What follows belongs to an exercise in optimizing a design on an open flow for small area, a short achievable clock period and few clock cycles; a production flow would make more cautious choices. In this exercise RTL edits were held to simulation tests only and were not proved equivalent to the original. No activity file was given, so power comes from the tool's default toggle rates.

==> build 1 <==
==> flow/design.v <==
module lm92_lcd (
    input  wire        clk,
    input  wire        rst,           
    input  wire        cmd_valid,
    input  wire [31:0] cmd_word,
    output reg         busy,
    output reg         disp_init,
    output reg         rs,
    output wire [3:0]  err,
    output wire [3:0]  viol,
    output reg         ev_valid,
    input  wire        ev_ready,
    output reg         ev_kind,       
    output reg         ev_rs,
    output reg  [3:0]  ev_nib,
    output wire [13:0] ev_us,
    output reg         mem_req,
    output wire [15:0] mem_addr,
    input  wire        mem_ack,
    input  wire [7:0]  mem_rdata
);
    localparam K = 3;                  
    localparam [3:0] NSTEP = 24 / K;   
    localparam [3:0] W15000 = 4'b1100, W5000 = 4'b1000, W150 = 4'b0010,
                     W50 = 4'b0001, W3000 = 4'b0101;
    function [5:0] wdec(input [3:0] c);    
        wdec = {c[3] & c[2], c[3] | c[2], c[3] ^ c[2], ~c[0] | c[2], ~c[3] | c[2],
                c[1] | (c[0] & ~c[2])};
    endfunction
    reg [5:0] usx;
    assign ev_us = {usx[5], ev_nib[3], ev_nib[2], 1'b0, usx[4], usx[3], usx[2], 1'b0,
                    ev_nib[0], usx[1], usx[4], ev_nib[1], usx[0], 1'b0};
    function gt_const(input [23:0] x, input [23:0] c, input integer n);
        integer i;
        reg gt, eq;
        begin
            gt = 1'b0; eq = 1'b1;
            for (i = n - 1; i >= 0; i = i - 1) begin
                if (!c[i]) gt = gt | (eq & x[i]);
                eq = eq & (x[i] == c[i]);
            end
            gt_const = gt;
        end
    endfunction
    reg       e_rng, e_fmt;            
    reg       p_rng, p_fmt;            
    reg [2:0] vl;                      
    assign err  = {1'b0, e_fmt, e_rng, e_rng};
    assign viol = {1'b0, vl};
    wire [7:0] opc = cmd_word[31:24];
    wire z23_16 = (cmd_word[23:16] == 8'd0);
    wire z15_8  = (cmd_word[15:8] == 8'd0);
    wire z7_0   = (cmd_word[7:0] == 8'd0);
    wire o_init = (opc == 8'h20), o_cmd = (opc == 8'h21), o_char = (opc == 8'h22),
         o_clr  = (opc == 8'h23), o_home = (opc == 8'h24), o_goto = (opc == 8'h25),
         o_text = (opc == 8'h30), o_hex = (opc == 8'h31), o_int = (opc == 8'h32);
    wire legal = ((o_init | o_clr | o_home) & z23_16 & z15_8 & z7_0) |
                 ((o_cmd | o_char) & z23_16 & z15_8) |
                 ((o_goto | o_text) & z23_16) | o_hex | o_int;
    wire q4 = opc[4];
    wire [2:0] q = opc[2:0];
    wire d_init = ~q4 & ~q[2] & ~q[1] & ~q[0], d_cmd  = ~q4 & ~q[2] & ~q[1] & q[0],
         d_char = ~q4 & ~q[2] & q[1] & ~q[0],  d_clr  = ~q4 & ~q[2] & q[1] & q[0],
         d_home = ~q4 & q[2] & ~q[0],          d_goto = ~q4 & q[2] & q[0],
         d_text = q4 & ~q[1] & ~q[0],          d_hex  = q4 & q[0],
         d_int  = q4 & q[1];
    wire acc = cmd_valid & ~busy & legal & (disp_init | d_init);
    wire [1:0] g_row = cmd_word[9:8];
    wire [7:0] g_col = cmd_word[7:0];
    wire g_cy = g_col[4] | (g_row[1] & g_col[3] & g_col[2]);
    wire [3:0] g_lo = {g_col[3] ^ (g_col[2] & g_row[1]), g_col[2] ^ g_row[1], g_col[1:0]};
    wire [2:0] g_hi = {g_row[0], g_row[1] & g_cy, g_row[1] ^ g_cy};
    wire g_bad = (cmd_word[15:10] != 6'd0) | (g_col[7:5] != 3'd0) |
                 (g_col[4] & (g_col[3] | g_col[2]));
    wire negv  = cmd_word[23];
    wire f_bad = negv & ~gt_const({1'b0, cmd_word[22:0]}, 24'h70BDC0, 23);
    wire a12   = negv ? ((cmd_word[22:12] == 11'h7FF) & (cmd_word[11:0] != 12'd0))
                      : (cmd_word[22:12] == 11'h000);
    wire [3:0] b_hi = d_goto ? {1'b1, g_hi} : (d_clr | d_home) ? 4'h0 : cmd_word[7:4];
    wire [3:0] b_lo = d_goto ? g_lo
                             : {cmd_word[3:2], cmd_word[1] | d_home, cmd_word[0] | d_clr};
    reg [27:0] S;         
    reg [4:0]  cnt;       
    reg        m_init, m_byte, m_text, m_num, m_fin;
    reg        ph;        
    reg        clr;       
    reg        hx;        
    reg        a12f;      
    reg        ninc;      
    reg        nd;        
    reg        nlo;       
    reg        nend;      
    reg        conv;      
    reg        rdy;       
    assign mem_addr = S[19:4];
    wire fire = ev_valid & ev_ready;
    wire adv  = ~ev_valid | ev_ready;
    reg        t_kind;
    reg [3:0]  t_nib;
    always @(*) begin
        t_kind = 1'b0; t_nib = 4'h0;
        case (cnt)
            5'd1:  t_nib = 4'h3;
            5'd2:  begin t_kind = 1'b1; t_nib = W5000; end
            5'd3:  t_nib = 4'h3;
            5'd4:  begin t_kind = 1'b1; t_nib = W150; end
            5'd5:  t_nib = 4'h3;
            5'd6:  begin t_kind = 1'b1; t_nib = W50; end
            5'd7:  t_nib = 4'h2;
            5'd8:  t_nib = 4'h2;
            5'd9:  t_nib = 4'h8;
            5'd10: t_nib = 4'h0;
            5'd11: t_nib = 4'hE;
            5'd12: t_nib = 4'h0;
            5'd13: t_nib = 4'h6;
            5'd14: t_nib = 4'h0;
            5'd15: t_nib = 4'h1;
            default: begin t_kind = 1'b1; t_nib = W3000; end
        endcase
    end
    function [3:0] add3(input [3:0] d, input en);
        reg c;
        begin
            c = en & (d[3] | (d[2] & (d[1] | d[0])));
            add3 = {d[3] | c, c ? d[3] & d[0] : d[2],
                    c ? (d[1] & d[0]) | (d[3] & ~d[0]) : d[1], d[0] ^ c};
        end
    endfunction
    wire [3:0]  ce   = {cnt[3], cnt[2] | a12f, cnt[1], cnt[0] | a12f};    
    wire [27:0] s_in = a12f ? {S[12:0], S[27:13]} : S;
    reg [27:0] s_step, t;
    integer l, j;
    always @(*) begin
        s_step = s_in;
        for (l = 0; l < K; l = l + 1) begin
            t = s_step;
            for (j = 0; j < 6; j = j + 1)
                t[4*j +: 4] = add3(s_step[4*j +: 4], ((4 * j - l + K - 1) / K <= 0) ? 1'b1 :
                                   gt_const({20'd0, ce}, (4 * j - l + K - 1) / K - 1, 4));
            s_step = {t[26:0], t[27]};
        end
    end
    wire [19:0] x_in = S[23:4] ^ {20{m_num}};
    wire [19:0] pa;                    
    genvar g;
    assign pa[0] = 1'b1;
    generate
        for (g = 1; g < 20; g = g + 1) begin : g_pa
            assign pa[g] = &x_in[g-1:0];
        end
    endgenerate
    wire [19:0] s_inc = x_in ^ pa;
    wire [6:0] nz;
    generate
        for (g = 0; g < 7; g = g + 1) begin : g_nz
            assign nz[g] = |S[4*g +: 4];
        end
    endgenerate
    wire [6:0] tp;                     
    assign tp[6] = nz[6];
    assign tp[5] = ~nz[6] & nz[5];
    assign tp[4] = ~nz[6] & ~nz[5] & nz[4];
    assign tp[3] = ~nz[6] & ~nz[5] & ~nz[4] & nz[3];
    assign tp[2] = ~nz[6] & ~nz[5] & ~nz[4] & ~nz[3] & nz[2];
    assign tp[1] = ~nz[6] & ~nz[5] & ~nz[4] & ~nz[3] & ~nz[2] & (nz[1] | hx);
    assign tp[0] = ~nz[6] & ~nz[5] & ~nz[4] & ~nz[3] & ~nz[2] & ~nz[1] & ~hx;
    wire [2:0] tpb = {tp[6] | tp[5] | tp[4], tp[6] | tp[3] | tp[2], tp[5] | tp[3] | tp[1]};
    wire [6:0] sel;
    generate
        for (g = 0; g < 7; g = g + 1) begin : g_sel
            assign sel[g] = rdy ? (cnt[2:0] == g) : tp[g];
        end
    endgenerate
    wire [2:0] ptr = rdy ? cnt[2:0] : tpb;
    wire [2:0] ptr_m1 = {ptr[2] ^ (~ptr[1] & ~ptr[0]), ~(ptr[1] ^ ptr[0]), ~ptr[0]};
    reg  [3:0] dig;
    integer k;
    always @(*) begin
        dig = 4'd0;
        for (k = 0; k < 7; k = k + 1)
            dig = dig | ({4{sel[k]}} & S[4*k +: 4]);
    end
    wire       dbig = dig[3] & (dig[2] | dig[1]);
    wire [3:0] c_hi = {1'b0, dbig, 1'b1, ~dbig};           
    wire [3:0] c_lo = dbig ? {1'b0, dig[2] ^ (~dig[1] & ~dig[0]), ~(dig[1] ^ dig[0]), ~dig[0]}
                           : dig;
    wire       plast = hx ? sel[1] : sel[0];
    wire take = mem_ack & (~ev_valid | (ev_ready & ph));
    wire rz   = (mem_rdata == 8'h00);
    reg [3:0] nib_n;
    reg       kind_n;
    always @(*) begin
        kind_n = 1'b0;
        if (m_init) begin
            nib_n = t_nib; kind_n = t_kind;
        end else if (m_byte) begin
            nib_n = ph ? W3000 : S[3:0]; kind_n = ph;
        end else if (m_text) begin
            nib_n = ph ? mem_rdata[7:4] : S[3:0];
        end else if (nd) begin
            nib_n = 4'hD;
        end else if (!nlo) begin
            nib_n = hx ? c_hi : 4'h3;
        end else begin
            nib_n = c_lo;
        end
    end
    wire init_last = (cnt == 5'd17);
    wire n_step = ~nd & ~nend & (nlo ? ~conv : hx);
    wire [3:0] ce1 = {ce[3] ^ (ce[2] & ce[1] & ce[0]), ce[2] ^ (ce[1] & ce[0]), ce[1] ^ ce[0], ~ce[0]};
    always @(posedge clk) begin
        if (rst) begin
            busy      <= 1'b0;
            disp_init <= 1'b0;
            rs        <= 1'b0;
            e_rng     <= 1'b0;
            e_fmt     <= 1'b0;
            vl        <= 3'd0;
            ev_valid  <= 1'b0;
            mem_req   <= 1'b0;
        end else begin
            if (cmd_valid && vl == 3'd0) begin
                if (busy) vl <= 3'b001;
                else if (!legal) vl <= 3'b010;
                else if (!disp_init && !d_init) vl <= 3'b100;
            end
            if (fire) rs <= ev_rs;
            if (!busy) begin
                busy     <= acc;
                ev_valid <= acc & ~d_text & ~d_hex & ~(d_goto & g_bad) & ~(d_int & f_bad);
                mem_req  <= acc & d_text;
            end else begin
                e_rng <= p_rng;
                e_fmt <= p_fmt;
                if (m_fin) busy <= 1'b0;
                else begin
                if (m_init && adv && init_last) begin
                    ev_valid  <= 1'b0;
                    busy      <= 1'b0;
                    disp_init <= 1'b1;
                end
                if (m_byte && adv && ph && !clr) begin
                    ev_valid <= 1'b0;
                    busy     <= 1'b0;
                end
                if (m_text) begin
                    if (adv && ph) ev_valid <= take & ~rz;
                    if (take && rz) begin
                        busy    <= 1'b0;
                        mem_req <= 1'b0;
                    end
                end
                if (m_num && adv) begin
                    ev_valid <= ~nend & (nd | ~nlo | ~conv);
                    if (nend) busy <= 1'b0;
                end
                end
            end
        end
    end
    wire s_en = ~busy | (m_text & take) | (m_num & conv);
    wire [27:0] s_n = ~busy  ? {cmd_word[23:0], q4 ? 4'h0 : b_lo} :
                      m_text ? {S[27:24], s_inc, mem_rdata[3:0]} :
                      ninc   ? {4'd0, s_inc, S[3:0]} : s_step;
    wire c_en = ~busy | (m_init & adv) | (m_num & conv & ~ninc) | (m_num & adv & n_step);
    wire [4:0] c_n = ~busy  ? {4'd0, d_init} :
                     m_init ? cnt + 5'd1 :
                     conv   ? {cnt[4], ce1} :
                     {cnt[4:3], nlo ? ptr_m1 : ptr};
    always @(posedge clk) begin
        if (s_en) S <= s_n;
        if (c_en) cnt <= c_n;
        if (!busy) begin
            p_rng    <= d_goto & g_bad;
            p_fmt    <= d_int & f_bad;
            ev_rs    <= d_char | d_text | d_hex | d_int;
            ph       <= d_text;
            clr      <= d_clr;
            hx       <= d_hex;
            a12f     <= a12;
            ninc     <= negv;
            nd       <= d_int & negv;
            nlo      <= d_int & ~negv;
            conv     <= d_int;
            rdy      <= 1'b0;
            nend     <= 1'b0;
            ev_kind  <= d_init;
            usx      <= wdec(W15000);
            ev_nib   <= d_init ? W15000 : d_int ? (negv ? 4'h2 : 4'h3) : b_hi;
            m_init   <= d_init;
            m_byte   <= ~q4 & ~d_init;
            m_text   <= d_text;
            m_num    <= d_hex | d_int;
            m_fin    <= (d_goto & g_bad) | (d_int & f_bad);
        end else begin
            if (adv) begin
                ev_nib  <= nib_n;
                ev_kind <= kind_n;
                usx     <= m_init ? wdec(t_nib) : wdec(W3000);
            end
            if (m_byte && adv) begin
                ph <= 1'b1;
                if (ph) clr <= 1'b0;
            end
            if (m_text && adv) ph <= ~(ph & take);
            if (m_num && conv) begin
                if (ninc) ninc <= 1'b0;
                else begin
                    a12f <= 1'b0;
                    if (ce == NSTEP - 1) conv <= 1'b0;
                end
            end
            if (m_num && adv && !nend) begin
                if (nd) nd <= 1'b0;
                else if (!nlo) nlo <= 1'b1;
                else if (!conv) begin
                    nlo  <= 1'b0;
                    nend <= plast;
                end
                if (n_step) rdy <= 1'b1;
            end
        end
    end
endmodule
==> flow/flow/run.sh <==
#!/bin/bash
# Standard ORFS layout (the standard.sh) with a tighter setup repair
# target and small port buffers; all logs stay in this folder.
set -euo pipefail
bash standard.sh \
  SETUP_SLACK_MARGIN=6.8 \
  "BUFFER_PORTS_ARGS=-buffer_cell sky130_fd_sc_hd__buf_2" \
  finish > flow_make.log 2>&1
==> flow/standard.sh <==
#!/bin/bash
# synth_recipe.tcl (not shown) runs the flow's synth.tcl, then flattens the netlist and writes it again
# the make line also repeats each setting of config.mk as NAME=value (left out here)
make -C /OpenROAD-flow-scripts/flow DESIGN_CONFIG=/design/flow/config.mk WORK_HOME=/design/flow/orfs CLKGATE_MAP_FILE= SYNTH_SCRIPT=/design/flow/synth_recipe.tcl "${@:-finish}"
==> flow/config.mk <==
export PLATFORM = sky130hd
export DESIGN_NAME = lm92_lcd
export DESIGN_NICKNAME = lm92_lcd
export VERILOG_FILES = /design/flow/design.v
export SDC_FILE = /design/flow/constraint.sdc
export NUM_CORES = 4
export LEC_CHECK = 0
export ABC_AREA = 1
export CAP_MARGIN = 20
export CORE_MARGIN = 2
export CORE_UTILIZATION = 65
export SLEW_MARGIN = 20
==> flow/constraint.sdc <==
create_clock -name core_clock -period 10.0 [get_ports {clk}]
set_input_delay 2.0000 -clock core_clock [delete_from_list [all_inputs] [get_ports {clk}]]
set_output_delay 2.0000 -clock core_clock [all_outputs]
set_load 0.01 [all_outputs]
==> build 30: changes against build 1 <==
--- a/flow/design.v
+++ b/flow/design.v
@@ -20,6 +20,6 @@
     input  wire [7:0]  mem_rdata
 );
-    localparam K = 3;                  
-    localparam [3:0] NSTEP = 24 / K;   
+    localparam K = 2;                  
+    localparam [3:0] NSTEP = 12;       
     localparam [3:0] W15000 = 4'b1100, W5000 = 4'b1000, W150 = 4'b0010,
                      W50 = 4'b0001, W3000 = 4'b0101;
@@ -127,6 +127,6 @@
         end
     endfunction
-    wire [3:0]  ce   = {cnt[3], cnt[2] | a12f, cnt[1], cnt[0] | a12f};    
-    wire [27:0] s_in = a12f ? {S[12:0], S[27:13]} : S;
+    wire [3:0]  ce   = {cnt[3], cnt[2] | a12f, cnt[1] | a12f, cnt[0] | a12f};    
+    wire [27:0] s_in = a12f ? {S[13:0], S[27:14]} : S;
     reg [27:0] s_step, t;
     integer l, j;
--- a/flow/flow/run.sh
+++ b/flow/flow/run.sh
@@ -4,5 +4,5 @@
 set -euo pipefail
 bash standard.sh \
-  SETUP_SLACK_MARGIN=6.8 \
+  SETUP_SLACK_MARGIN=7.0 \
   "BUFFER_PORTS_ARGS=-buffer_cell sky130_fd_sc_hd__buf_2" \
   finish > flow_make.log 2>&1
==> metrics.md <==
| Metric | Value |
|---|---|
| Area added between synthesis and finish | `21.9%` |
| VDD IR max | `0.0860 mV` |
| Crit path buf inv count | `2` |
| Synth area leaders | `edfxtp_1 24%, nand2_1 13%, inv_1 7.9%` |
| Status | `no timing/DRC/antenna violations` |
| Met3 Use GR | `9.01%` |
| Internal power | `518 uW` |
| Post-Synth Adder-Cell Area | `3.70%` |
| Met2 routed WL | `10400 um` |
| Fin Clk Skew | `16.9 ps` |
| Logic pwr share | `between 20 and 30%` |
| Width of the die | `106 um` |
| Via count | `7894` |
| Cell area after synthesis | `approximately 6800 um2` |
| Worst r2r dst | `S[21]$_DFFE_PP_` |
| DP Area | `7130 um2` |
| Layout Cells excl Fill | `1273` |
the above is filed under build 30

==> metrics.md <==
| Metric | Value |
|---|---|
| Status | `no timing/DRC/antenna violations` |
| Worst r2r dst | `ev_nib[2]$_DFFE_PP_` |
| Post-Synth Adder-Cell Area | `3.35%` |
| Internal power | `between 500 and 600 uW` |
| Width of the die | `111 um` |
| Cell area after synthesis | `between 7000 and 8000 um2` |
| Met3 Use GR | `about a tenth` |
| VDD IR max | `0.0871 mV` |
| Synth area leaders | `edfxtp_1 22%, nand2_1 18%, inv_1 8.6%` |
| Crit path buf inv count | `1` |
| Via count | `8442` |
the above is filed under build 1

Testbench counts of build 1, summed over its fixed seeds: cycles 9,002.
Testbench counts of build 30, summed over its fixed seeds: cycles 9,602.

## what the ideal ports hide
Ports are ideal in the flow. The routed layouts listed here were re-timed in OpenROAD. Step 1, drivers: a clkbuf_16 drives clk and a buf_2 each remaining input, both assumed. Step 2, shift: input delay + t, output delay - t, t = (earliest + latest rising clock arrival at the registers) / 2. This alone moves slack from input paths to output paths. Slacks: ideal ports / drivers / drivers and shift; pairs: ideal ports / drivers.
| run | t (ns) | setup slack, ns | worst setup path at the end | worst slew at a driven data input, ns |
|---|---|---|---|---|
| build 1 | 0.382 | 6.751 / 6.754 / 6.372 | input to register | 0.05 |
| build 30 | 0.407 | 6.843 / 6.824 / 6.437 | input to register | 0.06 |
After both steps every run listed still meets setup and hold. The setup slack of build 30, which loses most, moves by -0.019 ns with the drivers and by -0.406 ns with both steps.
